This is an optimization exercise on Yosys and OpenROAD, whose aim is a short achievable clock period and few clock cycles per item, not a production implementation.
At most, simulation tests tie the RTL to the original design; equivalence was not proved.
Power figures rest on the tool's default switching activity, not on a simulated workload.

==> flow/design.v (excerpt) <==
module ada_rx (
    input  wire        clk,
    input  wire        rst,         
    input  wire        in_valid,
    input  wire [7:0]  in_data,
    output wire        in_ready,
    output wire        out_valid,
    input  wire        out_ready,
    output wire [1:0]  out_kind,    
    output wire [31:0] out_data,
    output wire        out_last
);
For scale: roughly 3800 cells after synthesis, roughly 49 I/O pins.
export LEC_CHECK = 0
export ABC_CLOCK_PERIOD_IN_PS = 3000
export CAP_MARGIN = 20
export CORE_MARGIN = 2
export CORE_UTILIZATION = 70
export CTS_CLUSTER_DIAMETER = 60
export CTS_CLUSTER_SIZE = 28
export SLEW_MARGIN = 20
create_clock -name core_clock -period 11.0 [get_ports {clk}]
standard.sh (not shown) runs the stock make flow with config.mk's settings and CLKGATE_MAP_FILE= SYNTH_SCRIPT=/design/flow/synth_recipe.tcl, a recipe that flattens the netlist after the stock synthesis.
==> flow/flow/run.sh <==
#!/bin/bash
set -euo pipefail
bash standard.sh SETUP_SLACK_MARGIN=7.8 finish > standard.log 2>&1
Testbench counts at the start, summed over its fixed seeds: cycles 48,218, bytes 47,847.
Next try:
--- a/flow/design.v
+++ b/flow/design.v
@@ -38,25 +38,25 @@
     reg [5:0]  wcw;       
     reg [5:0]  ws;        
     reg [4:0]  erd;       
     reg [4:0]  ewr;       
     reg [4:0]  ewr_vis;   
     reg        ph_pay;
     wire [5:0] w_used  = ws - rdw;
     wire [4:0] e_used  = ewr - erd;
     wire       room    = (!ph_pay || w_used != 6'd32) && (e_used <= 5'd14);
     assign in_ready = in_rdy;
     always @(posedge clk) begin
         rst_q  <= rst;
-        in_rdy <= room;
+        in_rdy <= !rst && room;
         v0     <= in_valid && in_rdy;
         b0     <= in_data;
     end
     reg         v1;
     reg [7:0]   b1;
     reg [127:0] ceq;       
     reg         is00;
     integer     ci;
     always @(posedge clk) begin
         v1   <= v0 && !rst_q;
         b1   <= b0;
         is00 <= (b0 == 8'h00);
Effect: Die area rose by 0.56%. Setup slack improved by 0.031 ns. Cell count rose by 1.2%. Register-to-register slack got worse by 0.12 ns. Clock power fell by about 1%. Count of clock-buffer cells in the layout fell by 4. Utilization barely changes. First-iteration DRC count rose by 8.2%. Design area rose by 0.43%. Via count rose by 1.7%. Routed wire length rose by 1.2%. Combinational power fell by about 3%.
The RTL of the second run of this note was laid out without a check of its function.

========
## v6
Another version of the RTL of ada_rx (not shown whole).
Size: about 3800 cells after synthesis, about 49 I/O pins, about 62000 um2 of cells after synthesis.
export LEC_CHECK = 0
export ABC_CLOCK_PERIOD_IN_PS = 3000
export CAP_MARGIN = 20
export CORE_MARGIN = 2
export CORE_UTILIZATION = 70
export CTS_CLUSTER_DIAMETER = 60
export CTS_CLUSTER_SIZE = 28
export SLEW_MARGIN = 20
create_clock -name core_clock -period 11.0 [get_ports {clk}]
Scripts as last shown in full above: flow/flow/run.sh
Testbench counts of v6, summed over its fixed seeds: cycles 48,218, bytes 47,847.
diff inputs: v6 => v7
diff --git a/flow/design.v b/flow/design.v
--- a/flow/design.v
+++ b/flow/design.v
@@ -41,19 +41,19 @@
     reg [4:0]  ewr;       
     reg [4:0]  ewr_vis;   
     reg        ph_pay;
     wire [5:0] w_used  = ws - rdw;
     wire [4:0] e_used  = ewr - erd;
     wire       room    = (!ph_pay || w_used != 6'd32) && (e_used <= 5'd14);
     assign in_ready = in_rdy;
     always @(posedge clk) begin
         rst_q  <= rst;
-        in_rdy <= room;
+        in_rdy <= !rst && room;
         v0     <= in_valid && in_rdy;
         b0     <= in_data;
     end
     reg         v1;
     reg [7:0]   b1;
     reg [127:0] ceq;       
     reg         is00;
     integer     ci;
     always @(posedge clk) begin
@@ -505,62 +505,50 @@
         if (r_we) ring[r_wa] <= r_wd;
     reg [10:0] evq [0:15];
     always @(posedge clk)
         if (e_we) evq[e_wa] <= e_wd;
     reg        p_valid, h_valid;
     reg [1:0]  p_kind,  h_kind;
     reg [31:0] p_data,  h_data;
     reg        p_last,  h_last;
     reg [5:0]  wleft;      
-    reg [31:0] rsel;       
-    reg [31:0] ring_rd;
-    integer    ri;
-    always @* begin
-        ring_rd = 32'd0;
-        for (ri = 0; ri < 32; ri = ri + 1)
-            ring_rd = ring_rd | (ring[ri] & {32{rsel[ri]}});
-    end
     wire        ld    = !h_valid || out_ready;
     wire        e_av  = (erd != ewr_vis);
     wire [10:0] ev_rd = evq[erd[3:0]];
     wire        w_av   = (wleft != 6'd0);
     wire        n_val  = w_av || e_av;
     wire [1:0]  n_kind = w_av ? KIND_WORD : ev_rd[10] ? KIND_HDR : KIND_ERR;
     wire        n_last = w_av ? (wleft == 6'd1) : ev_rd[10] ? (ev_rd[5:0] == 6'd0) : 1'b1;
-    wire [31:0] n_data = w_av      ? ring_rd :
+    wire [31:0] n_data = w_av      ? ring[rdw[4:0]] :
                          ev_rd[10] ? {18'd0, ev_rd[5:0], 4'd0, ev_rd[9:6]} :
                                      {29'd0, ev_rd[8:6]};
     always @(posedge clk) begin
         if (rst_q) begin
             ewr_vis <= 5'd0;
             erd     <= 5'd0;
             rdw     <= 6'd0;
-            rsel    <= 32'd1;
             wleft   <= 6'd0;
             p_valid <= 1'b0;
             h_valid <= 1'b0;
         end else begin
             ewr_vis <= ewr;
             p_valid <= ld ? n_val : h_valid;
-            if (ld)
-                h_valid <= n_val;
+            h_valid <= ld ? n_val : p_valid;
             if (ld) begin
                 if (w_av) begin
                     rdw   <= rdw + 6'd1;
-                    rsel  <= {rsel[30:0], rsel[31]};
                     wleft <= wleft - 6'd1;
                 end else if (e_av) begin
                     erd   <= erd + 5'd1;
                     if (ev_rd[10])
                         wleft <= ev_rd[5:0];
                 end
             end
         end
-        {p_kind, p_last, p_data} <= ld ? {n_kind, n_last, n_data} : ~{h_kind, h_last, h_data};
-        if (ld)
-            {h_kind, h_last, h_data} <= ~{n_kind, n_last, n_data};
+        {p_kind, p_last, p_data} <= ld ? {n_kind, n_last, n_data} : {h_kind, h_last, h_data};
+        {h_kind, h_last, h_data} <= ld ? {n_kind, n_last, n_data} : {p_kind, p_last, p_data};
     end
     assign out_valid = p_valid;
     assign out_kind  = p_kind;
     assign out_data  = p_data;
     assign out_last  = p_last;
 endmodule
==> run notes <==
From v6 to v7 the numbers moved as follows: power dissipated in sequential cells lost about 1%; worst setup slack lost 0.053 ns; power of the combinational group picked up an extra about 130%; average wire per standard cell lost 2.9 um; worst slew margin relative to its limit picked up an extra 5.3 points. Synthesized cell count: v7 vs v6 down 371. Higher post-CTS setup buffer count among v6 and v7: v7.
Testbench counts of v7, summed over its fixed seeds: cycles 48,250, bytes 47,847.

==> afterwards: timing with drivers on the ports <==
No port has a modelled driver above. Below, the same layouts with a new extraction and two added sets of constraints.
Step 1, drivers: a clkbuf_16 drives clk and a buf_2 each remaining input, both assumed.
Step 2 moves the port delays by t, midway between the first and last clock arrival at a register: inputs arrive t later, outputs are due t later. That takes back most of the time a late clock gives input paths.
a / b / c = no drivers / after step 1 / after step 2; a / b = the first two.
run	shift t [ns]	setup WS [ns]	worst register clock-pin slew, ns	worst data-port slew with drivers (ns)
the first run of note 1	0.784	7.567 / 7.503 / 7.458	0.12 / 0.12	0.04
the second run of note 1	0.794	7.599 / 7.531 / 7.188	0.10 / 0.10	0.04
v6	0.769	7.627 / 7.558 / 7.101	0.11 / 0.11	0.03
v7	0.762	7.574 / 7.502 / 7.190	0.10 / 0.10	0.04
After both steps every run listed still meets setup and hold. The setup slack of v6, which loses most, moves by -0.069 ns with the drivers and by -0.526 ns with both steps.
